Context: an optimization exercise on an open-source flow, tuned for small area. The choices shown serve that exercise and are no tape-out recipe.
In this exercise RTL edits were held to simulation tests only and were not proved equivalent to the original.
Power is estimated from default activity; no workload was simulated.

<file path="config.mk">
export PLATFORM = sky130hd
export DESIGN_NAME = traccar_fcb
export DESIGN_NICKNAME = traccar_fcb
export VERILOG_FILES = /design/flow/design.v
export SDC_FILE = /design/flow/constraint.sdc
export NUM_CORES = 4
export LEC_CHECK = 0
export CAP_MARGIN = 20
export CORE_MARGIN = 2
export CORE_UTILIZATION = 40
export CTS_CLUSTER_DIAMETER = 100
export CTS_CLUSTER_SIZE = 20
export SLEW_MARGIN = 20
</file>
<file path="constraint.sdc">
create_clock -name core_clock -period 15.0 [get_ports {clk}]
set_input_delay 3.0000 -clock core_clock [delete_from_list [all_inputs] [get_ports {clk}]]
set_output_delay 3.0000 -clock core_clock [all_outputs]
set_load 0.01 [all_outputs]
</file>
<file path="design.v">
module traccar_fcb (
    input  wire        clk,
    input  wire        rst,       
    input  wire        bus_en,    
    input  wire        bus_we,    
    input  wire [5:0]  addr,      
    input  wire [31:0] wdata,
    output reg  [31:0] rdata
);
    localparam [2:0] ERR_OK          = 3'd0,
                     ERR_TRUNCATED   = 3'd1,
                     ERR_CODEC       = 3'd2,
                     ERR_UNKNOWN_XFR = 3'd3,
                     ERR_CAPACITY    = 3'd4,
                     ERR_ILLEGAL     = 3'd5,
                     ERR_CLOSED      = 3'd6;
    localparam [3:0] S_IDLE    = 4'd0,
                     S_T_LEAD  = 4'd1,
                     S_T_ID    = 4'd2,
                     S_T_MARK  = 4'd3,
                     S_U_HDR   = 4'd5,
                     S_U_IDLEN = 4'd6,
                     S_U_ID    = 4'd7,
                     S_B_CODEC = 4'd8,
                     S_B_COUNT = 4'd9,
                     S_B_BODY  = 4'd10,
                     S_H_DONE  = 4'd11,
                     S_CLOSED  = 4'd12,
                     S_ERROR   = 4'd13;
    localparam [1:0] K_NONE = 2'd0, K_HANDSHAKE = 2'd1, K_DATA = 2'd2;
    localparam [2:0] T_NONE = 3'd0, T_ID = 3'd1, T_TCP = 3'd2, T_UDP = 3'd3, T_IMG = 3'd4;
    localparam [5:0] A_CMD    = 6'h00, A_STATUS = 6'h01, A_CRCACC = 6'h02,
                     A_CRCVAL = 6'h03, A_PSTAT  = 6'h04, A_PHDR0  = 6'h05,
                     A_PHDR1  = 6'h06, A_PBLK   = 6'h07, A_PPOS   = 6'h08,
                     A_PBOFF  = 6'h09, A_PDLEN  = 6'h0A, A_TID    = 6'h0C,
                     A_OFF    = 6'h0D, A_RSZ    = 6'h0E, A_DECL   = 6'h0F,
                     A_XSTAT  = 6'h10, A_XTID   = 6'h11, A_XDECL  = 6'h12,
                     A_XWOFF  = 6'h13, A_VIN    = 6'h14, A_VCFG   = 6'h15,
                     A_VOUT   = 6'h16, A_TXLEN  = 6'h17;
    function [15:0] crc_step(input [15:0] acc, input [7:0] b);
        reg [7:0] x;
        reg       p;
        begin
            x = acc[7:0] ^ b;
            p = ^x;
            crc_step = {8'h00, acc[15:8]} ^ ({8'h00, x} << 6) ^ ({8'h00, x} << 7) ^
                       {p, p, 13'd0, p};
        end
    endfunction
    reg  [2:0]   st_err;
    reg  [15:0]  crc_acc;
    reg          crc_virt;      
    reg  [3:0]   p_st;
    reg          p_mode;
    reg  [1:0]   p_kind;
    reg          p_ecodec;      
    reg          p_have_codec;
    reg  [15:0]  p_len16;
    reg  [15:0]  p_pktid;
    reg  [7:0]   p_ptype;
    reg  [7:0]   p_locid;
    reg  [15:0]  p_idlen;
    reg  [7:0]   p_codec;
    reg  [7:0]   p_nrec;
    reg  [31:0]  p_pos;
    reg  [31:0]  r_tid;
    reg  [31:0]  r_off;
    reg  [15:0]  r_rsz;
    reg  [31:0]  r_decl;
    reg          x_active;
    reg          x_complete;
    reg          x_valid;       
    reg  [31:0]  x_tid;
    reg  [31:0]  x_decl_n;      
    reg  [31:0]  x_woff;
    reg  [31:0]  r_vin;
    reg  [23:0]  r_vcfg;
    reg  [2:0]   r_vout;
    reg  [2:0]   t_kind;
    reg  [31:0]  t_tid;
    reg  [31:0]  t_off;
    reg  [15:0]  t_size;        
    reg  [5:0]   rd_addr;
    wire [31:0] w    = wdata;
    wire [7:0]  opb  = w[7:0];
    wire wr     = bus_en & bus_we & ~rst;
    wire wa_cmd = wr & (addr == A_CMD);
    wire c_srst    = (w == 32'h0100_0000);
    wire c_nop     = (w == 32'h0000_0000);
    wire c_crcinit = (w == 32'h1000_0000);
    wire c_crcbyte = (w[31:8] == 24'h11_0000);
    wire c_pstart  = (w[31:1] == 31'h1000_0000);
    wire c_pbyte   = (w[31:8] == 24'h21_0000);
    wire c_pend    = (w == 32'h2200_0000);
    wire c_idack   = (w[31:1] == 31'h1800_0000);
    wire c_tcpack  = (w[31:8] == 24'h31_0000);
    wire c_udpack  = (w[31:16] == 16'h3200);
    wire c_imgreq  = (w == 32'h3300_0000);
    wire c_xinit   = (w == 32'h4000_0000);
    wire c_xchunk  = (w[31:16] == 16'h4100);
    wire c_vcheck  = (w == 32'h5000_0000);
    wire c_legal = c_nop | c_srst | c_crcinit | c_crcbyte | c_pstart | c_pbyte |
                   c_pend | c_idack | c_tcpack | c_udpack | c_imgreq | c_xinit |
                   c_xchunk | c_vcheck;
    wire clr = rst | (wa_cmd & c_srst);
    wire [31:0] wd_g = wdata & {32{~clr}};
    wire wa_tid  = wr & (addr == A_TID);
    wire wa_off  = wr & (addr == A_OFF);
    wire wa_rsz  = wr & (addr == A_RSZ);
    wire wa_decl = wr & (addr == A_DECL);
    wire wa_vin  = wr & (addr == A_VIN);
    wire wa_vcfg = wr & (addr == A_VCFG);
    wire [79:0] img_var = {t_tid, t_off, t_size};
    reg  [15:0] img_crc;
    integer ci;
    always @(*) begin
        img_crc = 16'h0000;
        img_crc = crc_step(img_crc, 8'h0C);
        img_crc = crc_step(img_crc, 8'h01);
        img_crc = crc_step(img_crc, 8'h0D);
        img_crc = crc_step(img_crc, 8'h00);
        img_crc = crc_step(img_crc, 8'h00);
        img_crc = crc_step(img_crc, 8'h00);
        img_crc = crc_step(img_crc, 8'h0B);
        img_crc = crc_step(img_crc, 8'h02);
        for (ci = 0; ci < 10; ci = ci + 1)
            img_crc = crc_step(img_crc, img_var[79 - 8*ci -: 8]);
    end
    wire [15:0] crc_cur = crc_virt ? img_crc : crc_acc;
    genvar gi;
    wire [31:0] x_sum;
    wire [16:0] xs_c, xt_c;
    wire [15:0] x_t;
    assign xs_c[0] = 1'b0;
    assign xt_c[0] = 1'b0;
    generate for (gi = 0; gi < 16; gi = gi + 1) begin : g_xl
        assign x_sum[gi]  = x_woff[gi] ^ w[gi] ^ xs_c[gi];
        assign xs_c[gi+1] = (x_woff[gi] & w[gi]) | (x_woff[gi] & xs_c[gi]) | (w[gi] & xs_c[gi]);
        assign x_t[gi]    = x_decl_n[gi] ^ x_sum[gi] ^ xt_c[gi];
        assign xt_c[gi+1] = (x_decl_n[gi] & x_sum[gi]) | (x_decl_n[gi] & xt_c[gi]) | (x_sum[gi] & xt_c[gi]);
    end endgenerate
    wire [16:0] xh_c, xp_c;
    wire [15:0] x_p;
    assign xh_c[0] = xs_c[16];
    assign xp_c[0] = 1'b0;
    generate for (gi = 0; gi < 16; gi = gi + 1) begin : g_xh
        assign x_sum[16+gi] = x_woff[16+gi] ^ xh_c[gi];
        assign xh_c[gi+1]   = x_woff[16+gi] & xh_c[gi];
        assign x_p[gi]      = x_decl_n[16+gi] ^ x_woff[16+gi] ^ xp_c[gi];
        assign xp_c[gi+1]   = (x_decl_n[16+gi] & x_woff[16+gi]) | (x_decl_n[16+gi] & xp_c[gi]) |
                              (x_woff[16+gi] & xp_c[gi]);
    end endgenerate
    wire        x_p_top   = &x_p[15:2];
    wire        x_f0      = x_p_top & (x_p[1:0] == 2'd3);    
    wire        x_f1      = x_p_top & (x_p[1:0] == 2'd2);    
    wire        x_f2      = x_p_top & (x_p[1:0] == 2'd1);    
    wire        x_k0      = ~xs_c[16] & ~xt_c[16];
    wire        x_k2      = xs_c[16] & xt_c[16];
    wire        x_k1      = ~x_k0 & ~x_k2;
    wire        x_known   = x_active & (r_tid == x_tid);
    wire        x_fits    = ~xp_c[16] & (x_k0 | (x_k1 & ~x_f0) | (x_k2 & ~x_f0 & ~x_f1));
    wire        x_hi_zero = ~xp_c[16] & ((x_k0 & x_f0) | (x_k1 & x_f1) | (x_k2 & x_f2));
    wire [15:0] x_left    = ~x_t;                                
    wire        x_done    = x_hi_zero & (x_t == 16'hFFFF);
    wire        x_left_gt = ~x_hi_zero | (|x_left[15:12]) | (x_left[11] & (|x_left[10:0]));
    wire [15:0] x_next_size = x_left_gt ? 16'd2048 : {4'd0, x_left[11:0]};
    wire        d_gt      = (|r_decl[31:12]) | (r_decl[11] & (|r_decl[10:0]));
    wire [15:0] x_init_size = d_gt ? 16'd2048 : {4'd0, r_decl[11:0]};
    wire       v_valid    = r_vin[0];
    wire       v_has_attr = r_vin[1];
    wire       v_gps_pres = r_vin[2];
    wire       v_slp_pres = r_vin[3];
    wire [7:0] v_sats     = r_vin[15:8];
    wire [7:0] v_gps      = r_vin[23:16];
    wire [7:0] v_slp      = r_vin[31:24];
    wire v_corr = ~v_valid & (v_sats == 8'd0) &
                  ((v_gps_pres & (v_gps == r_vcfg[7:0])) |
                   (v_slp_pres & ((v_slp == r_vcfg[15:8]) | (v_slp == r_vcfg[23:16]))));
    wire v_emit = v_valid | v_has_attr | v_gps_pres | v_slp_pres;
    wire st_idle  = (p_st == S_IDLE);
    wire st_tlead = (p_st == S_T_LEAD);
    wire st_tid   = (p_st == S_T_ID);
    wire st_tmark = (p_st == S_T_MARK);
    wire st_uhdr  = (p_st == S_U_HDR);
    wire st_uidln = (p_st == S_U_IDLEN);
    wire st_uid   = (p_st == S_U_ID);
    wire st_bcodc = (p_st == S_B_CODEC);
    wire st_bcnt  = (p_st == S_B_COUNT);
    wire st_bbody = (p_st == S_B_BODY);
    wire st_hdone = (p_st == S_H_DONE);
    wire st_clsd  = (p_st == S_CLOSED);
    wire st_err_s = (p_st == S_ERROR);
    wire p_closed = st_idle | st_clsd | st_err_s;
    wire p_accept = st_bbody | st_hdone;
    wire codec_known = (opb == 8'h07) | (opb == 8'h08) | (opb == 8'h8E) |
                       (opb == 8'h0C) | (opb == 8'h10);
    wire        st_idb   = st_tid | st_uid;
    wire [15:0] p_cn     = {p_nrec, p_codec};
    wire        p_rem_one = (p_cn == 16'd1);
    wire [15:0] p_rem    = st_idb ? p_cn : 16'd0;
    wire [15:0] p_cn_dec;
    wire [16:0] p_cn_bw;
    assign p_cn_bw[0] = 1'b1;
    generate for (gi = 0; gi < 16; gi = gi + 1) begin : g_dec
        assign p_cn_dec[gi]  = p_cn[gi] ^ p_cn_bw[gi];
        assign p_cn_bw[gi+1] = p_cn_bw[gi] & ~p_cn[gi];
    end endgenerate
    wire [3:0]  p_k      = st_uhdr ? {1'b0, p_pos[2:0]} :
                           (st_tlead | st_tmark | st_uidln) ? {3'd0, p_pos[0]} : 4'd0;
    wire [3:0]  p_err    = st_err_s ? (p_ecodec ? 4'd2 : 4'd1) : 4'd0;
    wire        p_have_count = st_bbody | (st_clsd & (p_kind == K_DATA));
    wire [16:0] p_id10;
    wire [16:0] p_id10_c;
    assign p_id10[0]   = p_idlen[0];
    assign p_id10[1]   = ~p_idlen[1];
    assign p_id10_c[2] = p_idlen[1];
    assign p_id10[2]   = p_idlen[2] ^ p_id10_c[2];
    assign p_id10_c[3] = p_idlen[2] & p_id10_c[2];
    assign p_id10[3]   = ~(p_idlen[3] ^ p_id10_c[3]);
    assign p_id10_c[4] = p_idlen[3] | p_id10_c[3];
    generate for (gi = 4; gi < 16; gi = gi + 1) begin : g_b10
        assign p_id10[gi]     = p_idlen[gi] ^ p_id10_c[gi];
        assign p_id10_c[gi+1] = p_idlen[gi] & p_id10_c[gi];
    end endgenerate
    assign p_id10[16] = p_id10_c[16];
    wire [31:0] p_boff   = ~p_have_count ? 32'd0 :
                           p_mode ? {15'd0, p_id10} : 32'd6;
    wire e_crcinit = wa_cmd & c_crcinit;
    wire e_crcbyte = wa_cmd & c_crcbyte;
    wire e_pstart  = wa_cmd & c_pstart;
    wire e_pbyte   = wa_cmd & c_pbyte & ~p_closed;
    wire e_pend    = wa_cmd & c_pend & ~p_closed;
    wire e_ack     = wa_cmd & (c_idack | c_tcpack | c_udpack);
    wire e_img     = wa_cmd & c_imgreq;
    wire e_xinit   = wa_cmd & c_xinit;
    wire e_xchunk  = wa_cmd & c_xchunk & x_known & x_fits;    
    wire e_xbuild  = e_xchunk & ~x_done;                      
    wire e_xdone   = e_xchunk & x_done;
    wire e_vcheck  = wa_cmd & c_vcheck;
    wire e_build   = e_img | e_xinit | e_xbuild;              
    reg [2:0] err_code;
    always @(*) begin
        err_code = ERR_OK;
        if (!c_legal)
            err_code = ERR_ILLEGAL;
        else if ((c_pbyte | c_pend) & p_closed)
            err_code = ERR_CLOSED;
        else if (c_pbyte & st_bcodc & ~codec_known)
            err_code = ERR_CODEC;
        else if (c_pend & ~p_accept)
            err_code = ERR_TRUNCATED;
        else if (c_xchunk & ~x_known)
            err_code = ERR_UNKNOWN_XFR;
        else if (c_xchunk & ~x_fits)
            err_code = ERR_CAPACITY;
    end
    reg [3:0] p_st_nx;
    always @(*) begin
        p_st_nx = p_st;
        case (p_st)
            S_T_LEAD:  if (p_pos[0]) p_st_nx = (p_len16[7:0] != 8'd0 || opb != 8'd0) ? S_T_ID : S_T_MARK;
            S_T_ID:    if (p_rem_one) p_st_nx = S_H_DONE;
            S_T_MARK:  if (p_pos[0]) p_st_nx = S_B_CODEC;
            S_U_HDR:   if (p_pos[2:0] == 3'd5) p_st_nx = S_U_IDLEN;
            S_U_IDLEN: if (p_pos[0]) p_st_nx = (p_idlen[7:0] == 8'd0 && opb == 8'd0) ? S_B_CODEC : S_U_ID;
            S_U_ID:    if (p_rem_one) p_st_nx = S_B_CODEC;
            S_B_CODEC: p_st_nx = codec_known ? S_B_COUNT : S_ERROR;
            S_B_COUNT: p_st_nx = S_B_BODY;
            default:   ;
        endcase
    end
    wire [7:0] opb_g = opb & {8{e_pbyte}};
    always @(posedge clk)
        rd_addr <= addr;
    always @(posedge clk)
        if (wa_cmd | rst)
            st_err <= err_code & {3{~rst}};
    always @(posedge clk)
        if (clr | e_crcinit | e_crcbyte | (e_ack & crc_virt))
            crc_acc <= ({16{e_crcbyte}} & crc_step(crc_cur, opb)) | ({16{e_ack}} & img_crc);
    always @(posedge clk)
        if (clr | e_crcinit | e_crcbyte | e_ack | e_build)
            crc_virt <= e_build;
    always @(posedge clk)
        if (clr | e_pstart | e_pbyte | e_pend)
            p_st <= ({4{e_pstart}} & (w[0] ? S_U_HDR : S_T_LEAD)) |
                    ({4{e_pbyte}}  & p_st_nx) |
                    ({4{e_pend}}   & (p_accept ? S_CLOSED : S_ERROR));
    always @(posedge clk)
        if (clr | e_pstart)
            p_mode <= e_pstart & w[0];
    always @(posedge clk)
        if (clr | e_pstart | (e_pbyte & st_tlead & p_pos[0]))
            p_kind <= e_pstart ? {w[0], 1'b0} :
                      e_pbyte  ? ((p_len16[7:0] != 8'd0 || opb != 8'd0) ? K_HANDSHAKE : K_DATA) :
                                 K_NONE;
    always @(posedge clk)
        if (clr | e_pstart | (e_pbyte & st_bcodc))
            p_ecodec <= e_pbyte & ~codec_known;
    always @(posedge clk)
        if (clr | e_pstart | (e_pbyte & st_bcodc))
            p_have_codec <= e_pbyte;
    always @(posedge clk)
        if (clr | e_pstart | (e_pbyte & (st_tlead | (st_uhdr & p_pos[2:1] == 2'd0))))
            p_len16 <= {p_len16[7:0] & {8{e_pbyte}}, opb_g};
    always @(posedge clk)
        if (clr | e_pstart | (e_pbyte & st_uhdr & p_pos[2:1] == 2'd1))
            p_pktid <= {p_pktid[7:0] & {8{e_pbyte}}, opb_g};
    always @(posedge clk)
        if (clr | e_pstart | (e_pbyte & st_uhdr & p_pos[2:0] == 3'd4))
            p_ptype <= opb_g;
    always @(posedge clk)
        if (clr | e_pstart | (e_pbyte & st_uhdr & p_pos[2:0] == 3'd5))
            p_locid <= opb_g;
    always @(posedge clk)
        if (clr | e_pstart | (e_pbyte & ((st_tlead & p_pos[0]) | st_uidln)))
            p_idlen <= {(st_tlead ? p_len16[7:0] : p_idlen[7:0]) & {8{e_pbyte}}, opb_g};
    wire cn_ld  = e_pbyte & (st_tlead | st_uidln) & p_pos[0];
    wire cn_dec = e_pbyte & st_idb;
    wire [7:0] cn_ld_hi = st_tlead ? p_len16[7:0] : p_idlen[7:0];
    always @(posedge clk)
        if (clr | e_pstart | (e_pbyte & st_bcodc) | cn_ld | cn_dec | (e_pend & st_idb))
            p_codec <= (opb & {8{(e_pbyte & st_bcodc) | cn_ld}}) | (p_cn_dec[7:0] & {8{cn_dec}});
    always @(posedge clk)
        if (clr | e_pstart | (e_pbyte & st_bcnt) | cn_ld | cn_dec | (e_pend & st_idb))
            p_nrec <= (opb & {8{e_pbyte & st_bcnt}}) | (cn_ld_hi & {8{cn_ld}}) |
                      (p_cn_dec[15:8] & {8{cn_dec}});
    wire [31:0] p_pos_inc;
    wire [32:0] p_pos_c;
    assign p_pos_c[0] = e_pbyte;
    generate for (gi = 0; gi < 32; gi = gi + 1) begin : g_pos
        assign p_pos_inc[gi] = p_pos[gi] ^ p_pos_c[gi];
        assign p_pos_c[gi+1] = p_pos[gi] & p_pos_c[gi];
    end endgenerate
    always @(posedge clk)
        p_pos <= p_pos_inc & {32{~(clr | e_pstart)}};
    always @(posedge clk)
        if (clr | wa_tid)
            r_tid <= wd_g;
    always @(posedge clk)
        if (clr | wa_decl)
            r_decl <= wd_g;
    always @(posedge clk)
        if (clr | wa_vin)
            r_vin <= wd_g & 32'hFFFF_FF0F;
    always @(posedge clk)
        if (clr | wa_vcfg)
            r_vcfg <= wd_g[23:0] | ({24{clr}} & 24'h020103);
    always @(posedge clk)
        if (clr | e_vcheck)
            r_vout <= {3{e_vcheck}} & {v_corr, v_emit, v_valid | v_corr};
    wire [31:0] woff_nx = x_sum & {32{e_xchunk}};
    wire [15:0] rsz_x   = ({16{e_xinit}} & x_init_size) | ({16{e_xbuild}} & x_next_size);
    always @(posedge clk)
        if (clr | wa_off | e_xinit | e_xbuild)
            r_off <= (wdata & {32{wa_off}}) | woff_nx;
    always @(posedge clk)
        if (clr | wa_rsz | e_xinit | e_xbuild)
            r_rsz <= (wdata[15:0] & {16{wa_rsz}}) | rsz_x;
    always @(posedge clk)
        if (clr | e_xinit | e_xchunk)
            x_woff <= woff_nx;
    always @(posedge clk)
        if (clr | e_xinit | e_xdone) begin
            x_active   <= e_xinit;
            x_complete <= e_xdone;
        end
    always @(posedge clk)
        if (clr | e_xinit)
            x_valid <= e_xinit;
    always @(posedge clk)
        if (e_xinit) begin
            x_tid    <= r_tid;
            x_decl_n <= ~r_decl;
        end
    always @(posedge clk)
        if (clr | e_ack | e_build | e_xdone)
            t_kind <= e_build ? T_IMG :
                      ~e_ack  ? T_NONE :
                      c_idack ? T_ID : c_tcpack ? T_TCP : T_UDP;
    always @(posedge clk)
        if (e_build)
            t_tid <= r_tid;
    always @(posedge clk)
        if (e_build)
            t_off <= (r_off & {32{e_img}}) | woff_nx;
    always @(posedge clk)
        if (e_build | e_ack)
            t_size <= (wdata[15:0] & {16{e_ack}}) | (r_rsz & {16{e_img}}) | rsz_x;
    wire tk_id  = (t_kind == T_ID);
    wire tk_tcp = (t_kind == T_TCP);
    wire tk_udp = (t_kind == T_UDP);
    wire tk_img = (t_kind == T_IMG);
    reg [31:0] tx_word;
    always @(*) begin
        tx_word = 32'd0;
        case (rd_addr[2:0])
            3'd0: tx_word = tk_id  ? {7'd0, t_size[0], 24'd0} :
                            tk_tcp ? {24'd0, t_size[7:0]} :
                            tk_udp ? 32'h0005_0000 : 32'd0;
            3'd1: tx_word = tk_udp ? {8'h01, t_size, 8'h00} :
                            tk_img ? 32'h0000_0013 : 32'd0;
            3'd2: tx_word = tk_img ? 32'h0C01_0D00 : 32'd0;
            3'd3: tx_word = tk_img ? 32'h0000_0B02 : 32'd0;
            3'd4: tx_word = tk_img ? t_tid : 32'd0;
            3'd5: tx_word = tk_img ? t_off : 32'd0;
            3'd6: tx_word = tk_img ? {t_size, 16'h0100} : 32'd0;
            3'd7: tx_word = tk_img ? {8'h00, img_crc, 8'h00} : 32'd0;
        endcase
    end
    wire [5:0] tx_len = tk_id ? 6'd1 : tk_tcp ? 6'd4 : tk_udp ? 6'd7 : tk_img ? 6'd31 : 6'd0;
    always @(*) begin
        case (rd_addr)
            A_STATUS: rdata = {29'd0, st_err};
            A_CRCACC: rdata = {16'd0, crc_cur};
            A_CRCVAL: rdata = {16'd0, crc_cur};
            A_PSTAT:  rdata = {p_rem, p_k, p_err, 1'b0, p_kind, p_mode, p_st};
            A_PHDR0:  rdata = {p_pktid, p_len16};
            A_PHDR1:  rdata = {p_idlen, p_locid, p_ptype};
            A_PBLK:   rdata = {14'd0, p_have_count, p_have_codec, p_cn & {16{~st_idb}}};
            A_PPOS:   rdata = p_pos;
            A_PBOFF:  rdata = p_boff;
            A_TID:    rdata = r_tid;
            A_OFF:    rdata = r_off;
            A_RSZ:    rdata = {16'd0, r_rsz};
            A_DECL:   rdata = r_decl;
            A_XSTAT:  rdata = {30'd0, x_complete, x_active};
            A_XTID:   rdata = x_tid & {32{x_valid}};
            A_XDECL:  rdata = ~x_decl_n & {32{x_valid}};
            A_XWOFF:  rdata = x_woff;
            A_VIN:    rdata = r_vin;
            A_VCFG:   rdata = {8'd0, r_vcfg};
            A_VOUT:   rdata = {29'd0, r_vout};
            A_TXLEN:  rdata = {26'd0, tx_len};
            6'h20, 6'h21, 6'h22, 6'h23, 6'h24, 6'h25, 6'h26, 6'h27:
                      rdata = tx_word;
            default:  rdata = 32'd0;
        endcase
    end
endmodule
</file>
<file path="run.sh">
#!/bin/bash
# synth_recipe.tcl (not shown) runs the flow's synth.tcl, then flattens the netlist and writes it again
# the make line also repeats each setting of config.mk as NAME=value (left out here)
make -C /OpenROAD-flow-scripts/flow DESIGN_CONFIG=/design/flow/config.mk WORK_HOME=/design/flow/orfs CLKGATE_MAP_FILE= SYNTH_SCRIPT=/design/flow/synth_recipe.tcl finish
</file>
==> flow_metrics.tcl, run 1 <==
set metrics [dict create \
    status "finished clean" \
    drive_gt1_frac 0.06097 \
    routabilityCongestion 1.055 \
    p_clk_frac 0.319 \
    critPathCaptureType "register" \
    core_area_um2 68350 \
    dpl_cell_area_um2 29510 \
    critPathSlowestCell "clkdlybuf4s50_1" \
    hold_path_class "register to register" \
    portBuffers 73 \
    cts_root_buffer "clkbuf_16" \
    cp_top_family "adder cells" \
    ir_drop_mv 0.07793 \
    dieArea_um2 70990 \
    seqPwrFrac 0.582 \
    critPathKind "primary input to register" \
    synth_top_area_cell "edfxtp_1" \
    numCtsBuffers 30 \
    cts_setup_buffers 0 \
    htreeDepth 1 \
    path_buf_inv 6 \
    path_max_fanout 32 \
    detail_route.first_pass.iterations 9 \
    required_ns 15.32 \
    yosysUniqueCellTypes 68 \
    routed_via_density 6.604 \
    synth_edf_count 458 \
    slowest_delay_ns 0.65 \
    final_area_um2 30440 \
    synthCells 2347 \
    syn-num-nets 2514 \
    finalPower_mw 2.824 \
    ant_nets 0 \
    synth.area.top_cells "edfxtp_1 50%, xnor2_1 4.7%, xnor3_1 3.8%, ha_1 3.6%, fa_1 3.3%" \
    cp.arrival_ns 13.29 \
    post_cts_resized 0 \
    num_rows 96 \
    drcViolationCount 0 \
    yosysTopAreaCellShare 0.4992 \
    worst_pin_slew_ns 1.210 \
    syn_area_um2 27550 \
    cts_sinks 496 \
    area_growth_pct 10.47 \
    post-route-min-period_ns 12.97 \
    grt_use_total 0.3462 \
    clock_latency_ns 0.64 \
    num_vias 21770 \
    syn_avg_cell_area_um2 11.74 \
    setup_viol 0 \
    p_sw_mw 0.7565 \
    p_per_area_nw_per_um2 92.78 \
    internal_power_mw 2.067 \
    hold_buffers 0 \
    fin_nets 2558 \
    setup_tns_ns 0 \
    die_w_um 266.4 \
    cts_tree "done" \
    slew_violations 0 \
    wl_per_cell_um 37.71 \
    grt_pass1_wl_um 168600 \
    pwr-share-comb 0.098 \
    critPathLaunchType "primary input" \
    grt_start_max_net_pins 67 \
    max-slew-margin-rel 0.1911 \
    synth-main-ff-cell "edfxtp_1" \
    maxCapViolCount 0 \
    ys_seq_area_frac 0.5268 \
    grt_pass1_vias 20180 \
    pin_count 74 \
    clk_path_buf_depth 3 \
    yosys_warnings 1 \
    clock_skew_ns 0.02674 \
    ys_ff_latch 496 \
    overflow 0 \
    max_freq_mhz 77.11 \
    critical_path.most_common_cell "fa_1" \
    clk_pin_slew_ns 0.09 \
    synth-async-reset-ratio 0 \
    period_share 0.8646 \
    fin_util 0.4453 \
    p_sw_frac 0.2679 \
    final_hold_viol_count 0 \
    drtIter0Drc 4258 \
    die_y_um 266.4 \
    rsz0062_at_grt "no" \
    start_util 0.4031 \
    antenna_found_initial 7 \
    p_leak_nw 11.84 \
    routed_wl_um 124300 \
    dpl.hpwl_um 97350 \
]
placed cells by master (no fill, tap or decap), types with 9 or more instances in the layout:
cell type        instances
a22o_1                  26
dfxtp_1                 37
a222oi_1                30
o211ai_1                10
nand3_1                 40
clkbuf_1                12
a221oi_1                37
nand4_1                 37
nor4_1                  25
xor2_1                  38
clkdlybuf4s50_1         73
o21ai_0                 92
a22oi_1                 73
a21o_1                  43
xnor3_1                 46
clkbuf_16               31
o221ai_1                20
o22ai_1                 18
nor2_1                 121
a21oi_1                 68
edfxtp_1               458
mux2i_1                 45
or2_2                    9
nand2b_1                18
buf_4                   58
a211oi_1                10
ha_1                    80
o2111ai_1                9
fa_1                    45
xnor2_1                148
nor2b_1                 20
nand2_1                217
and2_1                  80
inv_1                  160
nor3_1                  45
a221o_1                 14
per-layer routing:
metal	share of wire	GRT usage	vias up
met1	0.40	0.4967	10930
met2	0.41	0.4900	1786
li1	-	-	8765
met4	0.055	0.1523	4
met5	0.00021	0	-
met3	0.13	0.09217	284
final timing paths:
path	startpoint	endpoint	slack [ns]	cells past startpoint
worst max-delay path	wdata[0]	r_off[27]	2.03	31
worst min-delay path	p_pktid[7]	p_pktid[15]	0.58	1
worst max register to register	x_woff[0]	r_off[27]	4.75	30
worst min register to register	p_pktid[7]	p_pktid[15]	0.58	1
cell families (layout without fill, tap and decap cells):
logic type,Yosys count,in the layout,synth area share
buffers and inverters,280,344,0.03842
multiplexers,53,53,0.01976
flip-flops,496,496,0.5268
XOR/XNOR,240,240,0.1034
AO/OA/AOI/OAI,482,482,0.1238
adder cells (fa/ha/maj),125,125,0.06903
AND/OR/NAND/NOR,671,671,0.1188
other,0,4,0
worst reg2reg max path, delay by kind of cell (launching register included):
kind	cells	cell delay, ns
flops	1	0.36
compound gates	4	0.94
fa+ha+maj	18	7.49
simple gates	3	0.46
buf+inv	5	0.68
metrics by stage:
step	hold WS, ns	setup slack [ns]	cells
detailed placement	0.5604	1.378	3241
floorplan	0.4842	1.073	2347
finish	0.5819	2.031	3297
CTS	0.5857	2.032	3293
global route	0.6102	1.702	3293
global placement	0.5434	1.406	3241
power groups by stage:
stage                     Sequential [mW]  Clock [mW]  Combinational (mW)
after floorplan                      1.62           0               0.158
after global placement               1.67           0               0.269
after detailed placement             1.67           0               0.270
after CTS                            1.63       0.901               0.271
after global routing                 1.64       0.949               0.293
final                                1.64       0.902               0.278
cell usage after synthesis (37+ instances only):
| master | n |
|---|---|
| dfxtp_1 | 38 |
| fa_1 | 45 |
| nor3_1 | 48 |
| o21ai_0 | 98 |
| xnor2_1 | 148 |
| nand4_1 | 37 |
| nand2_1 | 217 |
| mux2i_1 | 45 |
| a21o_1 | 43 |
| clkbuf_1 | 112 |
| xor2_1 | 38 |
| nor2_1 | 130 |
| ha_1 | 80 |
| a21oi_1 | 68 |
| inv_1 | 161 |
| xnor3_1 | 46 |
| a22oi_1 | 73 |
| a221oi_1 | 37 |
| nand3_1 | 41 |
| and2_1 | 80 |
| edfxtp_1 | 458 |
flip-flops by register name, indices dropped and copies added, names as in the netlist, 24 cells and up:
signal    cells
r_vin        28
x_tid        32
t_tid        32
t_off        32
x_woff       32
r_tid        32
r_decl       32
x_decl_n     32
r_off        32
r_vcfg       24
p_pos        32
final cells by class:
class / count / area [um^2]
fillers: 6301 / 37910
flip-flops and latches: 496 / 14520
multi-input cells: 1571 / 12130
repair buffers: 131 / 1166
well taps: 882 / 1104
clock buffers: 43 / 820.8
inverters: 161 / 604.3
clock inverters: 9 / 82.58
diodes: 4 / 10.01
==> inputs of run 2 (changes only) <==
--- a/design.v
+++ b/design.v
@@ -276,7 +276,8 @@
         if (wa_cmd | rst)
             st_err <= err_code & {3{~rst}};
+    wire crc_hold = ~(clr | e_crcinit | e_crcbyte | e_ack);
     always @(posedge clk)
-        if (clr | e_crcinit | e_crcbyte | (e_ack & crc_virt))
-            crc_acc <= ({16{e_crcbyte}} & crc_step(crc_cur, opb)) | ({16{e_ack}} & img_crc);
+        crc_acc <= ({16{e_crcbyte}} & crc_step(crc_cur, opb)) | ({16{e_ack}} & crc_cur) |
+                   ({16{crc_hold}} & crc_acc);
     always @(posedge clk)
         if (clr | e_crcinit | e_crcbyte | e_ack | e_build)
@@ -301,10 +302,12 @@
         if (clr | e_pstart | (e_pbyte & st_bcodc))
             p_have_codec <= e_pbyte;
+    wire ld_len16 = e_pbyte & (st_tlead | (st_uhdr & p_pos[2:1] == 2'd0));
+    wire hd_len16 = ~(clr | e_pstart | ld_len16);
     always @(posedge clk)
-        if (clr | e_pstart | (e_pbyte & (st_tlead | (st_uhdr & p_pos[2:1] == 2'd0))))
-            p_len16 <= {p_len16[7:0] & {8{e_pbyte}}, opb_g};
+        p_len16 <= ({p_len16[7:0], opb} & {16{ld_len16}}) | (p_len16 & {16{hd_len16}});
+    wire ld_pktid = e_pbyte & st_uhdr & p_pos[2:1] == 2'd1;
+    wire hd_pktid = ~(clr | e_pstart | ld_pktid);
     always @(posedge clk)
-        if (clr | e_pstart | (e_pbyte & st_uhdr & p_pos[2:1] == 2'd1))
-            p_pktid <= {p_pktid[7:0] & {8{e_pbyte}}, opb_g};
+        p_pktid <= ({p_pktid[7:0], opb} & {16{ld_pktid}}) | (p_pktid & {16{hd_pktid}});
     always @(posedge clk)
         if (clr | e_pstart | (e_pbyte & st_uhdr & p_pos[2:0] == 3'd4))
@@ -313,17 +316,20 @@
         if (clr | e_pstart | (e_pbyte & st_uhdr & p_pos[2:0] == 3'd5))
             p_locid <= opb_g;
+    wire ld_idlen = e_pbyte & ((st_tlead & p_pos[0]) | st_uidln);
+    wire hd_idlen = ~(clr | e_pstart | ld_idlen);
     always @(posedge clk)
-        if (clr | e_pstart | (e_pbyte & ((st_tlead & p_pos[0]) | st_uidln)))
-            p_idlen <= {(st_tlead ? p_len16[7:0] : p_idlen[7:0]) & {8{e_pbyte}}, opb_g};
+        p_idlen <= ({st_tlead ? p_len16[7:0] : p_idlen[7:0], opb} & {16{ld_idlen}}) |
+                   (p_idlen & {16{hd_idlen}});
     wire cn_ld  = e_pbyte & (st_tlead | st_uidln) & p_pos[0];
     wire cn_dec = e_pbyte & st_idb;
     wire [7:0] cn_ld_hi = st_tlead ? p_len16[7:0] : p_idlen[7:0];
+    wire hd_codec = ~(clr | e_pstart | (e_pbyte & st_bcodc) | cn_ld | cn_dec | (e_pend & st_idb));
+    wire hd_nrec  = ~(clr | e_pstart | (e_pbyte & st_bcnt) | cn_ld | cn_dec | (e_pend & st_idb));
     always @(posedge clk)
-        if (clr | e_pstart | (e_pbyte & st_bcodc) | cn_ld | cn_dec | (e_pend & st_idb))
-            p_codec <= (opb & {8{(e_pbyte & st_bcodc) | cn_ld}}) | (p_cn_dec[7:0] & {8{cn_dec}});
+        p_codec <= (opb & {8{(e_pbyte & st_bcodc) | cn_ld}}) | (p_cn_dec[7:0] & {8{cn_dec}}) |
+                   (p_codec & {8{hd_codec}});
     always @(posedge clk)
-        if (clr | e_pstart | (e_pbyte & st_bcnt) | cn_ld | cn_dec | (e_pend & st_idb))
-            p_nrec <= (opb & {8{e_pbyte & st_bcnt}}) | (cn_ld_hi & {8{cn_ld}}) |
-                      (p_cn_dec[15:8] & {8{cn_dec}});
+        p_nrec <= (opb & {8{e_pbyte & st_bcnt}}) | (cn_ld_hi & {8{cn_ld}}) |
+                  (p_cn_dec[15:8] & {8{cn_dec}}) | (p_nrec & {8{hd_nrec}});
     wire [31:0] p_pos_inc;
     wire [32:0] p_pos_c;
@@ -350,15 +356,15 @@
         if (clr | e_vcheck)
             r_vout <= {3{e_vcheck}} & {v_corr, v_emit, v_valid | v_corr};
-    wire [31:0] woff_nx = x_sum & {32{e_xchunk}};
     wire [15:0] rsz_x   = ({16{e_xinit}} & x_init_size) | ({16{e_xbuild}} & x_next_size);
+    wire [31:0] off_x   = x_sum & {32{e_xbuild}};
+    wire hd_off = ~(clr | wa_off | e_xinit | e_xbuild);
     always @(posedge clk)
-        if (clr | wa_off | e_xinit | e_xbuild)
-            r_off <= (wdata & {32{wa_off}}) | woff_nx;
+        r_off <= (wdata & {32{wa_off}}) | off_x | (r_off & {32{hd_off}});
+    wire hd_rsz = ~(clr | wa_rsz | e_xinit | e_xbuild);
     always @(posedge clk)
-        if (clr | wa_rsz | e_xinit | e_xbuild)
-            r_rsz <= (wdata[15:0] & {16{wa_rsz}}) | rsz_x;
+        r_rsz <= (wdata[15:0] & {16{wa_rsz}}) | rsz_x | (r_rsz & {16{hd_rsz}});
+    wire hd_woff = ~(clr | e_xinit | e_xchunk);
     always @(posedge clk)
-        if (clr | e_xinit | e_xchunk)
-            x_woff <= woff_nx;
+        x_woff <= (x_sum & {32{e_xchunk}}) | (x_woff & {32{hd_woff}});
     always @(posedge clk)
         if (clr | e_xinit | e_xdone) begin
@@ -383,9 +389,8 @@
             t_tid <= r_tid;
     always @(posedge clk)
-        if (e_build)
-            t_off <= (r_off & {32{e_img}}) | woff_nx;
+        t_off <= (r_off & {32{e_img}}) | off_x | (t_off & {32{~e_build}});
     always @(posedge clk)
-        if (e_build | e_ack)
-            t_size <= (wdata[15:0] & {16{e_ack}}) | (r_rsz & {16{e_img}}) | rsz_x;
+        t_size <= (wdata[15:0] & {16{e_ack}}) | (r_rsz & {16{e_img}}) | rsz_x |
+                  (t_size & {16{~(e_build | e_ack)}});
     wire tk_id  = (t_kind == T_ID);
     wire tk_tcp = (t_kind == T_TCP);
==> flow_metrics.tcl, run 2 <==
set metrics [dict create \
    status "finished clean" \
    max-slew-margin-rel 0.1279 \
    timing.hold.ws_ns 0.4750 \
    ys_ff_latch 496 \
    path_max_fanout 18 \
    critPathCaptureType "register" \
    p_leak_nw 11.03 \
    p_clk_frac 0.350 \
    num_rows 95 \
    clk_pin_slew_ns 0.09 \
    cp.arrival_ns 13.69 \
    final_hold_viol_count 0 \
    drcViolationCount 0 \
    p_sw_mw 0.7221 \
    yosys-top-cells-count "378 x nand2_1, 250 x edfxtp_1, 246 x dfxtp_1" \
    grt_start_max_net_pins 54 \
    dieArea_um2 69710 \
    htreeDepth 1 \
    r2r-start "x_woff[0]" \
    critPathLaunchType "primary input" \
    syn_area_um2 27040 \
    syn-num-nets 2874 \
    core_area_um2 67040 \
    ir_drop_mv 0.09025 \
    clock_skew_ns 0.02375 \
    p_per_area_nw_per_um2 88.76 \
    ys_seq_area_frac 0.4597 \
    grt_use_total 0.3887 \
    detail_route.first_pass.iterations 19 \
    synthCells 2707 \
    die_w_um 264.0 \
    slew_violations 0 \
    cts_sinks 496 \
    grt_pass1_vias 22080 \
    num_vias 24130 \
    post-route-min-period_ns 13.13 \
    seqPwrFrac 0.568 \
    clock_latency_ns 0.65 \
    worst_pin_slew_ns 1.308 \
    final_cell_mix "378 x nand2_1, 250 x edfxtp_1, 245 x dfxtp_1" \
    cts_root_buffer "clkbuf_16" \
    holdPathStages 2 \
    max_freq_mhz 76.15 \
    fin_nets 2907 \
    pwr-share-comb 0.082 \
    yosysUniqueCellTypes 72 \
    r2r_end "t_off[5]" \
    critPathKind "primary input to register" \
    setup_viol 0 \
    synth.area.top_cells "edfxtp_1 28%, dfxtp_1 18%, nand2_1 5.2%, xnor2_1 5.2%, ha_1 3.7%" \
    period_share 0.8755 \
    final_common_cell "nand2_1" \
    cts_tree "done" \
    hold_buffers 0 \
    min_from "p_len16[10]" \
    required_ns 15.56 \
    drive_gt1_frac 0.06763 \
    synth-async-reset-ratio 0 \
    wl_per_cell_um 38.12 \
    ant_nets 0 \
    portBuffers 73 \
    rsz0062_at_grt "no" \
    hold_path_class "register to register" \
    antenna_found_initial 15 \
    dpl.hpwl_um 107800 \
    setup_tns_ns 0 \
    yosysTopAreaCellShare 0.2776 \
    yosys_warnings 1 \
    pin_count 74 \
    holdPathEnd "p_len16[10]" \
    routabilityCongestion 1.035 \
    synth-main-ff-cell "edfxtp_1" \
    synth_top_area_cell "edfxtp_1" \
    internal_power_mw 1.951 \
    routed_wl_um 138900 \
    p_sw_frac 0.2701 \
    clk_path_buf_depth 3 \
    cts_setup_buffers 0 \
    area_growth_pct 11.37 \
    die_y_um 264.0 \
    synth_edf_count 250 \
    drtIter0Drc 4352 \
    syn_avg_cell_area_um2 9.991 \
    post_cts_resized 0 \
    reg2reg_depth 27 \
    grt_pass1_wl_um 187200 \
    maxCapViolCount 0 \
    routed_via_density 6.622 \
    r2r_slack_ns 4.37 \
    overflow 0 \
    start_util 0.4034 \
    numCtsBuffers 31 \
    post-synth-top-count-cell "nand2_1" \
]
==> run 2: final cells by class <==
class                           instances  area, um^2
Antenna cell                            6       15.01
Tap cell                              873        1092
Clock buffer                           49       865.8
Clock inverter                          9       105.1
Sequential cell                       496       12430
Timing Repair Buffer                  162        1431
Inverter                              154       578.1
Fill cell                            6404       36920
Multi-Input combinational cell       1895       13600
==> run 2: cell families (layout without fill, tap and decap cells) <==
group                    count (synthesis)  in the layout  synth area share
AO/OA/AOI/OAI                          596            596            0.1571
XOR/XNOR                               251            251           0.09729
adder cells (fa/ha/maj)                125            125           0.07032
buffers and inverters                  316            374           0.04390
flip-flops                             496            496            0.4597
multiplexers                            54             54           0.02087
other                                    0              6                 0
AND/OR/NAND/NOR                        869            869            0.1508
==> run 2: worst max-delay path, cell delays in order <==
cell and delay [ns]:
clkdlybuf4s50_1 0.52, inv_1 0.13, fa_1 0.46, fa_1 0.57
inv_1 0.07, fa_1 0.39, fa_1 0.43, fa_1 0.42
fa_1 0.44, fa_1 0.50, fa_1 0.46, fa_1 0.44
fa_1 0.45, fa_1 0.46, fa_1 0.43, fa_1 0.42
fa_1 0.42, fa_1 0.43, fa_1 0.45, ha_1 0.32
inv_1 0.04, a22oi_1 0.15, o21bai_1 0.18, nor3_2 0.65
nand2_1 0.77, buf_4 0.46, o211ai_1 0.18
==> run 2: worst max path at each step <==
stage          endpoint      from  slack [ns]
2_1_floorplan  t_tid[0]  wdata[1]        1.60
3_3_place_gp   r_off[1]  wdata[1]        1.42
3_5_place_dp   r_off[3]  wdata[1]        1.22
4_1_cts        t_off[4]  wdata[1]        1.93
5_1_grt        t_off[2]  wdata[1]        1.53
6_report       t_off[5]  wdata[1]        1.87
==> run 2: stage by stage <==
step	instance area (um^2)	worst slack, ns	total power [mW]	cells	utilization
floorplan	27040	1.596	1.618	2707	-
global placement	29070	1.418	1.752	3576	0.4336
detailed placement	29080	1.217	1.754	3576	0.4337
CTS	30050	1.930	2.663	3634	0.4482
global route	30110	1.535	2.732	3638	0.4491
finish	30120	1.868	2.673	3644	0.4493
==> run 2: routing by layer <==
layer | GRT usage | part of all wire | up-vias
met1 | 0.5403 | 0.40 | 12030
li1 | - | - | 9976
met5 | 0 | 0.0010 | -
met2 | 0.5518 | 0.41 | 1815
met3 | 0.1249 | 0.14 | 301
met4 | 0.1691 | 0.051 | 14
==> run 2: power by group through the flow <==
stage	registers [mW]	logic [mW]	clock network [mW]
floorplan	1.51	0.111	0
global placement	1.54	0.207	0
detailed placement	1.54	0.209	0
CTS	1.51	0.210	0.939
global route	1.52	0.225	0.990
finish	1.52	0.218	0.936
==> inputs of run 3 (changes only) <==
--- a/design.v
+++ b/design.v
@@ -70,5 +70,4 @@
     reg          x_active;
     reg          x_complete;
-    reg          x_valid;       
     reg  [31:0]  x_tid;
     reg  [31:0]  x_decl_n;      
@@ -356,4 +355,5 @@
         if (clr | e_vcheck)
             r_vout <= {3{e_vcheck}} & {v_corr, v_emit, v_valid | v_corr};
+    wire        x_valid = x_active | x_complete;
     wire [15:0] rsz_x   = ({16{e_xinit}} & x_init_size) | ({16{e_xbuild}} & x_next_size);
     wire [31:0] off_x   = x_sum & {32{e_xbuild}};
@@ -373,7 +373,4 @@
         end
     always @(posedge clk)
-        if (clr | e_xinit)
-            x_valid <= e_xinit;
-    always @(posedge clk)
         if (e_xinit) begin
             x_tid    <= r_tid;
==> flow_metrics.tcl, run 3 <==
set metrics [dict create \
    status "finished clean" \
    r2r_slack_ns 4.16 \
    drtIter0Drc 3767 \
    clock_skew_ns 0.04252 \
    ff_latch_area_um2 12400 \
    die_w_um 263.1 \
    post-route-min-period_ns 13.21 \
    yosysTopAreaCellShare 0.2784 \
    critical_path.most_common_cell "fa_1" \
    final_area_um2 29820 \
    rsz0062_at_grt "no" \
    ir_drop_mv 0.1045 \
    post-synth-top-count-cell "nand2_1" \
    routed_wl_um 126500 \
    clk_path_buf_depth 3 \
    fin_nets 2872 \
    drive_gt1_frac 0.06374 \
    syn_avg_cell_area_um2 10.01 \
    detail_route.first_pass.iterations 9 \
    synth_top_area_cell "edfxtp_1" \
    drcViolationCount 0 \
    ys_seq_area_frac 0.4618 \
    core_area_um2 66800 \
    critPathCaptureType "register" \
    pin_count 74 \
    dpl_cell_area_um2 28820 \
    hold_buffers 0 \
    cts_sinks 495 \
    min_from "crc_acc[11]" \
    r2r_end "r_off[31]" \
    multi_input_area_um2 13440 \
    maxCapViolCount 0 \
    slowest_delay_ns 0.91 \
    slew_violations 0 \
    ant_nets 0 \
    yosys_warnings 1 \
    overflow 0 \
    post_cts_resized 0 \
    ys_ff_latch 495 \
    grt_pass1_vias 21670 \
    yosys-top-cells-count "304 x nand2_1, 249 x edfxtp_1, 246 x dfxtp_1" \
    required_ns 15.58 \
    max_freq_mhz 75.70 \
    num_rows 95 \
    antenna_found_initial 9 \
    final_hold_viol_count 0 \
    num_vias 23500 \
    dpl.hpwl_um 99920 \
    synth_edf_count 249 \
    syn-num-nets 2849 \
    reg2reg_depth 30 \
    holdPathStages 1 \
    critPathSlowestCell "nor3b_2" \
    cts_root_buffer "clkbuf_16" \
    critPathLaunchType "primary input" \
    worst_pin_slew_ns 1.139 \
    final_common_cell "nand2_1" \
    cts_setup_buffers 0 \
    p_leak_nw 11.15 \
    routed_via_density 6.521 \
    synth-async-reset-ratio 0 \
    yosysUniqueCellTypes 69 \
    holdPathEnd "crc_acc[11]" \
    critPathKind "primary input to register" \
    cts_tree "done" \
    setup_viol 0 \
    grt_use_total 0.3562 \
    grt_pass1_wl_um 173300 \
    max-slew-margin-rel 0.2336 \
    routabilityCongestion 1.025 \
    clock_latency_ns 0.65 \
    wl_per_cell_um 35.11 \
    cp.arrival_ns 13.79 \
    dieArea_um2 69230 \
    hold_path_class "register to register" \
    p_per_area_nw_per_um2 89.16 \
    htreeDepth 1 \
    die_y_um 263.1 \
    start_util 0.4021 \
    portBuffers 73 \
    synthCells 2682 \
    synth-main-ff-cell "edfxtp_1" \
    setup_tns_ns 0 \
    r2r-start "x_woff[0]" \
    nFillCells 6387 \
    period_share 0.8807 \
    clk_pin_slew_ns 0.09 \
    area_growth_pct 11.04 \
    grt_start_max_net_pins 67 \
    path_max_fanout 20 \
    final_cell_mix "304 x nand2_1, 249 x edfxtp_1, 245 x dfxtp_1" \
    numCtsBuffers 31 \
    synth.area.top_cells "edfxtp_1 28%, dfxtp_1 18%, xnor2_1 4.3%, nand2_1 4.2%, ha_1 3.7%" \
    syn_area_um2 26860 \
]
## run 3: changes by cell type after synthesis, sizes merged, moves of 24 or more
cell	delta
nand2	-74
o211ai	-66
and2	+36
nand3	+29
xnor2	-28
and3	-24
## run 3: power breakdown
group,internal [mW],total (mW),switching [mW]
Sequential,1.45,1.51,0.0568
Combinational,0.0666,0.206,0.139
Clock,0.429,0.941,0.513
Total,1.95,2.66,0.709
## run 3: logic make-up after synthesis
| logic type | Yosys count | share of synthesized area |
|---|---|---|
| adders and majority gates | 125 | 0.07081 |
| xor gates and xnor gates | 239 | 0.09704 |
| muxes | 56 | 0.02185 |
| AOI/OAI and AO/OA | 573 | 0.1475 |
| buffers and inverters | 320 | 0.04482 |
| and+or+nand+nor | 874 | 0.1562 |
| DFF | 495 | 0.4618 |
## run 3: worst max path at each step
stage                 to      from  cells after the start  slack (ns)
2_1_floorplan   crc_virt  wdata[1]                     29        1.90
5_1_grt        r_off[21]  wdata[1]                     30        1.35
4_1_cts        r_off[31]  wdata[1]                     30        1.86
3_3_place_gp   r_off[31]  wdata[1]                     30        1.30
3_5_place_dp   r_off[31]  wdata[1]                     30        1.21
6_report       r_off[31]  wdata[1]                     30        1.79
## run 3: layer usage
layer,global-route usage,share of wire,routed length [um]
met3,0.1059,0.14,17400
met4,0.1682,0.059,7419
met2,0.5099,0.41,51700
met5,0,0.00032,41
met1,0.4922,0.40,49990
## run 3: worst max-delay path, delay by kind of cell
kind                     cells  cell delay (ns)
buffers and inverters        4             1.14
adder cells (fa/ha/maj)     17             7.46
multiplexers                 1             0.06
AO/OA/AOI/OAI                3             0.33
AND/OR/NAND/NOR              5             1.76
## run 3: final cells by class
type                            instances  area share
Multi-Input combinational cell       1867      0.4507
Sequential cell                       495      0.4159
Timing Repair Buffer                  146     0.04288
Tap cell                              873     0.03663
Clock buffer                           48     0.02849
Inverter                              164     0.02064
Clock inverter                         10    0.004699
Antenna cell                            1  0.00008391
## run 3: stage by stage
stage	util	setup WS [ns]	std cells	power (mW)	hold WS, ns
floorplan	-	1.897	2682	1.610	0.4208
global placement	0.4313	1.295	3545	1.734	0.4309
detailed placement	0.4314	1.210	3545	1.735	0.4385
CTS	0.4462	1.860	3603	2.646	0.4601
global route	0.4464	1.345	3603	2.709	0.4718
finish	0.4464	1.790	3604	2.659	0.4570
==> inputs of run 4 (changes only) <==
==> flow/run.sh (new file) <==
#!/bin/bash
# Layout flow: the standard flow (standard synthesis, floorplan, power
# grid, placement, CTS, routing) with two changes:
#  - the port buffers that placement inserts on every input and output are
#    sky130_fd_sc_hd__buf_1 cells;
#  - clock tree synthesis clusters up to 20 sinks within 100 um per leaf
#    buffer and inserts no dummy loads.
# The whole flow's output goes to flow_standard.log in this folder; each ORFS
# step also writes its own log under orfs/logs/.
set -euo pipefail
export BUFFER_PORTS_ARGS="-buffer_cell sky130_fd_sc_hd__buf_1"
export CTS_ARGS="-sink_clustering_enable -repair_clock_nets -sink_clustering_size 20 -sink_clustering_max_diameter 100 -dont_use_dummy_load"
bash standard.sh > flow_standard.log 2>&1
==> standard.sh (new file) <==
#!/bin/bash
# synth_recipe.tcl (not shown) runs the flow's synth.tcl, then flattens the netlist and writes it again
# the make line also repeats each setting of config.mk as NAME=value (left out here)
make -C /OpenROAD-flow-scripts/flow DESIGN_CONFIG=/design/flow/config.mk WORK_HOME=/design/flow/orfs CLKGATE_MAP_FILE= SYNTH_SCRIPT=/design/flow/synth_recipe.tcl "${@:-finish}"
removed: run.sh
==> flow_metrics.tcl, run 4 <==
set metrics [dict create \
    cp.arrival_ns 13.47 \
    post_cts_resized 0 \
    r2r-start "x_woff[0]" \
    die_w_um 263.1 \
    max-slew-margin-rel 0.1901 \
    syn_avg_cell_area_um2 10.01 \
    htreeDepth 1 \
    ys_seq_area_frac 0.4618 \
    holdPathEnd "crc_acc[12]" \
    yosys-top-cells-count "304 x nand2_1, 249 x edfxtp_1, 246 x dfxtp_1" \
    holdPathStages 1 \
    final_cell_mix "304 x nand2_1, 249 x edfxtp_1, 245 x dfxtp_1" \
    timing.hold.ws_ns 0.4528 \
    reg2reg_depth 30 \
    worst_slack_ns 2.046 \
    cp_top_family "adder cells" \
    overflow 0 \
    synthCells 2682 \
    grt_use_total 0.3588 \
    max_freq_mhz 77.20 \
    r2r_end "t_size[12]" \
    status "finished clean" \
    worst_pin_slew_ns 1.204 \
    dieArea_um2 69230 \
    synth_edf_count 249 \
    critPathLaunchType "primary input" \
    ant_nets 0 \
    wl_per_cell_um 35.62 \
    grt_pass1_vias 21770 \
    drtIter0Drc 4166 \
    grt_pass1_wl_um 174700 \
    period_share 0.8636 \
    synth.area.top_cells "edfxtp_1 28%, dfxtp_1 18%, xnor2_1 4.3%, nand2_1 4.2%, ha_1 3.7%" \
    ys_ff_latch 495 \
    area_growth_pct 8.427 \
    ir_drop_mv 0.1052 \
    critPathCaptureType "register" \
    dp_slack_ns 1.483 \
    antenna_found_initial 5 \
    pin_count 74 \
    hold_buffers 0 \
    rsz0062_at_grt "no" \
    routabilityCongestion 1.067 \
    synth-async-reset-ratio 0 \
    dpl.hpwl_um 99630 \
    detail_route.first_pass.iterations 7 \
    p_per_area_nw_per_um2 86.70 \
    synth-main-ff-cell "edfxtp_1" \
    yosysUniqueCellTypes 69 \
    required_ns 15.51 \
    routed_via_density 6.610 \
    yosys_warnings 1 \
    drcViolationCount 0 \
    clk_path_buf_depth 3 \
    core_area_um2 66800 \
    routed_wl_um 127400 \
    syn_area_um2 26860 \
    post-route-min-period_ns 12.95 \
    cts_setup_buffers 0 \
    setup_viol 0 \
    critPathKind "primary input to register" \
    cts_tree "done" \
    portBuffers 73 \
    critical_path.most_common_cell "fa_1" \
    clock_latency_ns 0.64 \
    hold_path_class "register to register" \
    post-synth-top-count-cell "nand2_1" \
    final_common_cell "nand2_1" \
    start_util 0.4021 \
    setup_tns_ns 0 \
    numCtsBuffers 30 \
    clock_skew_ns 0.04699 \
    critPathSlowestCell "nand3_1" \
    cts_sinks 495 \
    maxCapViolCount 0 \
    cts_root_buffer "clkbuf_16" \
    fin_nets 2871 \
    drive_gt1_frac 0.06033 \
    final_hold_viol_count 0 \
    clk_pin_slew_ns 0.06 \
    synth_top_area_cell "edfxtp_1" \
    slowest_delay_ns 0.72 \
    path_max_fanout 38 \
    p_leak_nw 10.86 \
    num_vias 23640 \
    r2r_slack_ns 4.35 \
    grt_start_max_net_pins 67 \
    path_buf_inv 5 \
    yosysTopAreaCellShare 0.2784 \
    min_from "crc_acc[12]" \
    num_rows 95 \
    slew_violations 0 \
    die_y_um 263.1 \
    syn-num-nets 2849 \
]
[run 4: final cells by class]
cell class,instances,area [um^2]
Fill cell,6370,37680
Tap cell,873,1092
Timing Repair Buffer,146,822.0
Antenna cell,1,2.502
Multi-Input combinational cell,1867,13440
Sequential cell,495,12400
Clock buffer,30,750.7
Inverter,164,615.6
[run 4: power breakdown]
group | switching [mW] | total (mW) | internal, mW
combinational | 0.137 | 0.194 | 0.0568
clock | 0.468 | 0.821 | 0.353
sequential | 0.0547 | 1.51 | 1.46
[run 4: cells by family (layout without fill, tap and decap cells)]
family,Yosys count,after routing,share of synthesized area
AO/OA/AOI/OAI,573,573,0.1475
XOR/XNOR,239,239,0.09704
AND/OR/NAND/NOR,874,874,0.1562
other,0,1,0
flip-flops,495,495,0.4618
multiplexers,56,56,0.02185
adder cells (fa/ha/maj),125,125,0.07081
buffers and inverters,320,340,0.04482
[run 4: through the flow]
step	total power, mW	cell area [um^2]	util	std cells
2_1_floorplan	1.610	26860	-	2682
3_3_place_gp	1.721	28360	0.4245	3545
3_5_place_dp	1.721	28360	0.4245	3545
4_1_cts	2.512	29110	0.4358	3575
5_1_grt	2.572	29120	0.4359	3575
6_report	2.525	29120	0.4359	3576
[run 4: per-layer routing]
metal  wire length (um)  global-route usage  vias up
met5                  0                   0        -
met4               6986              0.1646        0
met3              17330              0.1030      309
met2              52750              0.5191     1848
met1              50300              0.4954    11720
li1                   -                   -     9761
[run 4: worst max-delay path by stage]
stage	startpoint	end	slack, ns	cells past startpoint
after floorplan	wdata[1]	crc_virt	1.90	29
after global placement	wdata[1]	t_kind[2]	1.54	30
final	wdata[1]	t_size[12]	2.05	31
after global routing	wdata[1]	t_size[12]	1.58	31
after detailed placement	wdata[1]	t_size[12]	1.48	31
after CTS	wdata[1]	t_size[12]	2.10	31
==> inputs of run 5 (changes only) <==
--- a/config.mk
+++ b/config.mk
@@ -8,6 +8,7 @@
 export CAP_MARGIN = 20
 export CORE_MARGIN = 2
-export CORE_UTILIZATION = 40
+export CORE_UTILIZATION = 55
 export CTS_CLUSTER_DIAMETER = 100
 export CTS_CLUSTER_SIZE = 20
+export PLACE_DENSITY = 0.65
 export SLEW_MARGIN = 20
==> flow_metrics.tcl, run 5 <==
set metrics [dict create \
    setup_viol 0 \
    synth_edf_count 249 \
    cp.arrival_ns 13.40 \
    post_cts_resized 0 \
    status "finished clean" \
    critPathSlowestCell "nor2_2" \
    yosys_warnings 1 \
    synth_top_family_by_area "simple AND/OR/NAND/NOR gates" \
    cts_setup_buffers 0 \
    min_from "crc_acc[4]" \
    path_buf_inv 5 \
    slew_violations 0 \
    p_clk_frac 0.320 \
    holdPathStages 1 \
    synth_compound_area_frac 0.1475 \
    die_w_um 225.0 \
    dieArea_um2 50620 \
    clock_latency_ns 0.63 \
    dpl_cell_area_um2 27960 \
    max-slew-margin-rel 0.2132 \
    r2r_slack_ns 4.59 \
    period_share 0.8551 \
    dp_slack_ns 1.342 \
    syn_avg_cell_area_um2 10.01 \
    clk_path_buf_depth 3 \
    setup_tns_ns 0 \
    final_cell_mix "304 x nand2_1, 249 x edfxtp_1, 245 x dfxtp_1" \
    drcViolationCount 0 \
    wl_per_cell_um 36.76 \
    final_common_cell "nand2_1" \
    final_area_um2 28730 \
    ir_drop_mv 0.08819 \
    final_hold_viol_count 0 \
    p_leak_nw 10.80 \
    critical_path.most_common_cell "fa_1" \
    nFillCells 4114 \
    timing.hold.ws_ns 0.4539 \
    syn-num-nets 2849 \
    synthCells 2682 \
    cp_top_family "adder cells" \
    critPathKind "primary input to register" \
    worst_slack_ns 2.174 \
    hold_path_class "register to register" \
    cts_root_buffer "clkbuf_16" \
    holdPathEnd "crc_acc[4]" \
    numCtsBuffers 29 \
    clk_pin_slew_ns 0.09 \
    die_y_um 225.0 \
    ys_ff_latch 495 \
    core_area_um2 47950 \
    portBuffers 73 \
    yosys-top-cells-count "304 x nand2_1, 249 x edfxtp_1, 246 x dfxtp_1" \
    ant_nets 0 \
    grt_use_total 0.4771 \
    fin_nets 2860 \
    r2r-start "x_woff[0]" \
    rsz0062_at_grt "no" \
    synth_xor_area_frac 0.09704 \
    area_growth_pct 6.950 \
    synth-async-reset-ratio 0 \
    maxCapViolCount 0 \
    p_per_area_nw_per_um2 87.07 \
    finalPower_mw 2.501 \
    r2r_end "r_rsz[11]" \
    yosysUniqueCellTypes 69 \
    grt_start_max_net_pins 67 \
    dpl.hpwl_um 94410 \
    synth-main-ff-cell "edfxtp_1" \
    critPathCaptureType "register" \
    reg2reg_depth 31 \
    cts_sinks 495 \
    synthMuxAreaShare 0.02185 \
    overflow 0 \
    yosys.area_share.simple 0.1562 \
    p_sw_frac 0.2593 \
    synthAdderAreaFrac 0.07081 \
    slowest_delay_ns 0.60 \
    drtIter0Drc 4861 \
    post-synth-top-count-cell "nand2_1" \
    grt_pass1_wl_um 168100 \
    critPathLaunchType "primary input" \
    grt_pass1_vias 22120 \
    cts_tree "done" \
    syn_area_um2 26860 \
    internal_power_mw 1.852 \
    ys_seq_area_frac 0.4618 \
    worst_pin_slew_ns 1.180 \
    pwr-share-comb 0.076 \
    synth.area.top_cells "edfxtp_1 28%, dfxtp_1 18%, xnor2_1 4.3%, nand2_1 4.2%, ha_1 3.7%" \
    synth_top_area_cell "edfxtp_1" \
    routed_wl_um 121600 \
    num_rows 80 \
    path_max_fanout 17 \
    p_sw_mw 0.6486 \
    seqPwrFrac 0.604 \
    required_ns 15.57 \
    post-route-min-period_ns 12.83 \
    antenna_found_initial 7 \
    yosysTopAreaCellShare 0.2784 \
    routed_via_density 7.313 \
    routabilityCongestion 1.145 \
    clock_skew_ns 0.05733 \
    detail_route.first_pass.iterations 9 \
    drive_gt1_frac 0.05723 \
    max_freq_mhz 77.97 \
    hold_buffers 0 \
    start_util 0.5602 \
    num_vias 24190 \
    pin_count 74 \
    htreeDepth 1 \
]
[run 5: cell counts after synthesis]
No cell type changed its count.
[run 5: worst max-delay path by stage]
stage / startpoint / endpoint / slack [ns] / cells after the start
3_3_place_gp: wdata[1] / r_rsz[11] / 1.55 / 32
5_1_grt: wdata[1] / r_rsz[10] / 1.80 / 33
6_report: wdata[1] / r_rsz[11] / 2.17 / 32
3_5_place_dp: wdata[1] / r_rsz[11] / 1.34 / 32
2_1_floorplan: wdata[1] / crc_virt / 1.90 / 29
4_1_cts: wdata[1] / r_rsz[11] / 1.96 / 32
[run 5: power groups by stage]
| stage | Sequential (mW) | Combinational, mW | Clock (mW) |
|---|---|---|---|
| CTS | 1.50 | 0.179 | 0.795 |
| global placement | 1.53 | 0.176 | 0 |
| floorplan | 1.50 | 0.106 | 0 |
| finish | 1.51 | 0.191 | 0.800 |
| detailed placement | 1.53 | 0.178 | 0 |
| global route | 1.51 | 0.195 | 0.841 |
[run 5: final cells by class]
type	instances	area, um^2	area share
Clock buffer	29	725.7	0.02526
Tap cell	615	769.5	0.02679
Inverter	164	615.6	0.02143
Multi-Input combinational cell	1867	13460	0.4686
Sequential cell	495	12400	0.4318
Antenna cell	2	5.005	0.0001742
Timing Repair Buffer	136	747.0	0.02600
[run 5: layer usage]
layer | GRT usage | vias to the layer above | routed length [um]
li1 | - | 9747 | -
met2 | 0.6506 | 2292 | 47380
met5 | 0.01662 | - | 247
met3 | 0.2039 | 523 | 21610
met4 | 0.2732 | 14 | 9184
met1 | 0.6297 | 11620 | 43180
[run 5: cells by family (layout without fill, tap and decap cells)]
kind of cell / after synthesis / in the layout
DFF: 495 / 495
other: 0 / 2
xor gates and xnor gates: 239 / 239
and+or+nand+nor: 874 / 874
buffers and inverters: 320 / 329
muxes: 56 / 56
adders and majority gates: 125 / 125
AOI/OAI and AO/OA: 573 / 573
[run 5: through the flow]
step | util | instances
2_1_floorplan | - | 2682
4_1_cts | 0.5983 | 3306
3_5_place_dp | 0.5832 | 3277
6_report | 0.5991 | 3308
5_1_grt | 0.5990 | 3306
3_3_place_gp | 0.5831 | 3277
[run 5: worst register-to-register path: cells and delay by family (launching register included)]
family,cells,cell delay [ns]
AND/OR/NAND/NOR,7,1.67
adder cells (fa/ha/maj),18,7.50
multiplexers,1,0.07
AO/OA/AOI/OAI,2,0.30
flip-flops,1,0.44
buffers and inverters,3,0.39

-- port drivers added, routing unchanged --
The results above use ideal ports. As a check the final layouts listed here were re-extracted and re-timed, cells and wires unchanged.
Step 1, drivers: a clkbuf_16 drives clk and a buf_2 each remaining input, both assumed.
Step 2 also shifts input and output timing later by t, the mid clock arrival at the registers, as if the neighbouring blocks saw the same clock.
a / b / c = ideal ports / drivers / drivers and shift; a / b = the first two.
run	t, ns	setup slack, ns	latest minus earliest clock arrival (ns)	slew at the worst register clock pin (ns)	worst data-port slew with drivers (ns)
run 1	0.692	2.031 / 2.073 / 1.381	0.028 / 0.028	0.10 / 0.10	0.04
run 2	0.697	1.868 / 1.903 / 1.206	0.024 / 0.025	0.10 / 0.10	0.04
run 3	0.694	1.790 / 1.832 / 1.138	0.043 / 0.044	0.10 / 0.10	0.04
run 4	0.676	2.046 / 2.081 / 1.405	0.047 / 0.048	0.11 / 0.11	0.06
run 5	0.660	2.174 / 2.212 / 1.552	0.058 / 0.057	0.10 / 0.10	0.07
After both steps setup and hold are still met in every run listed. The setup slack of run 2, which loses most, moves by +0.035 ns with the drivers and by -0.662 ns with both steps.
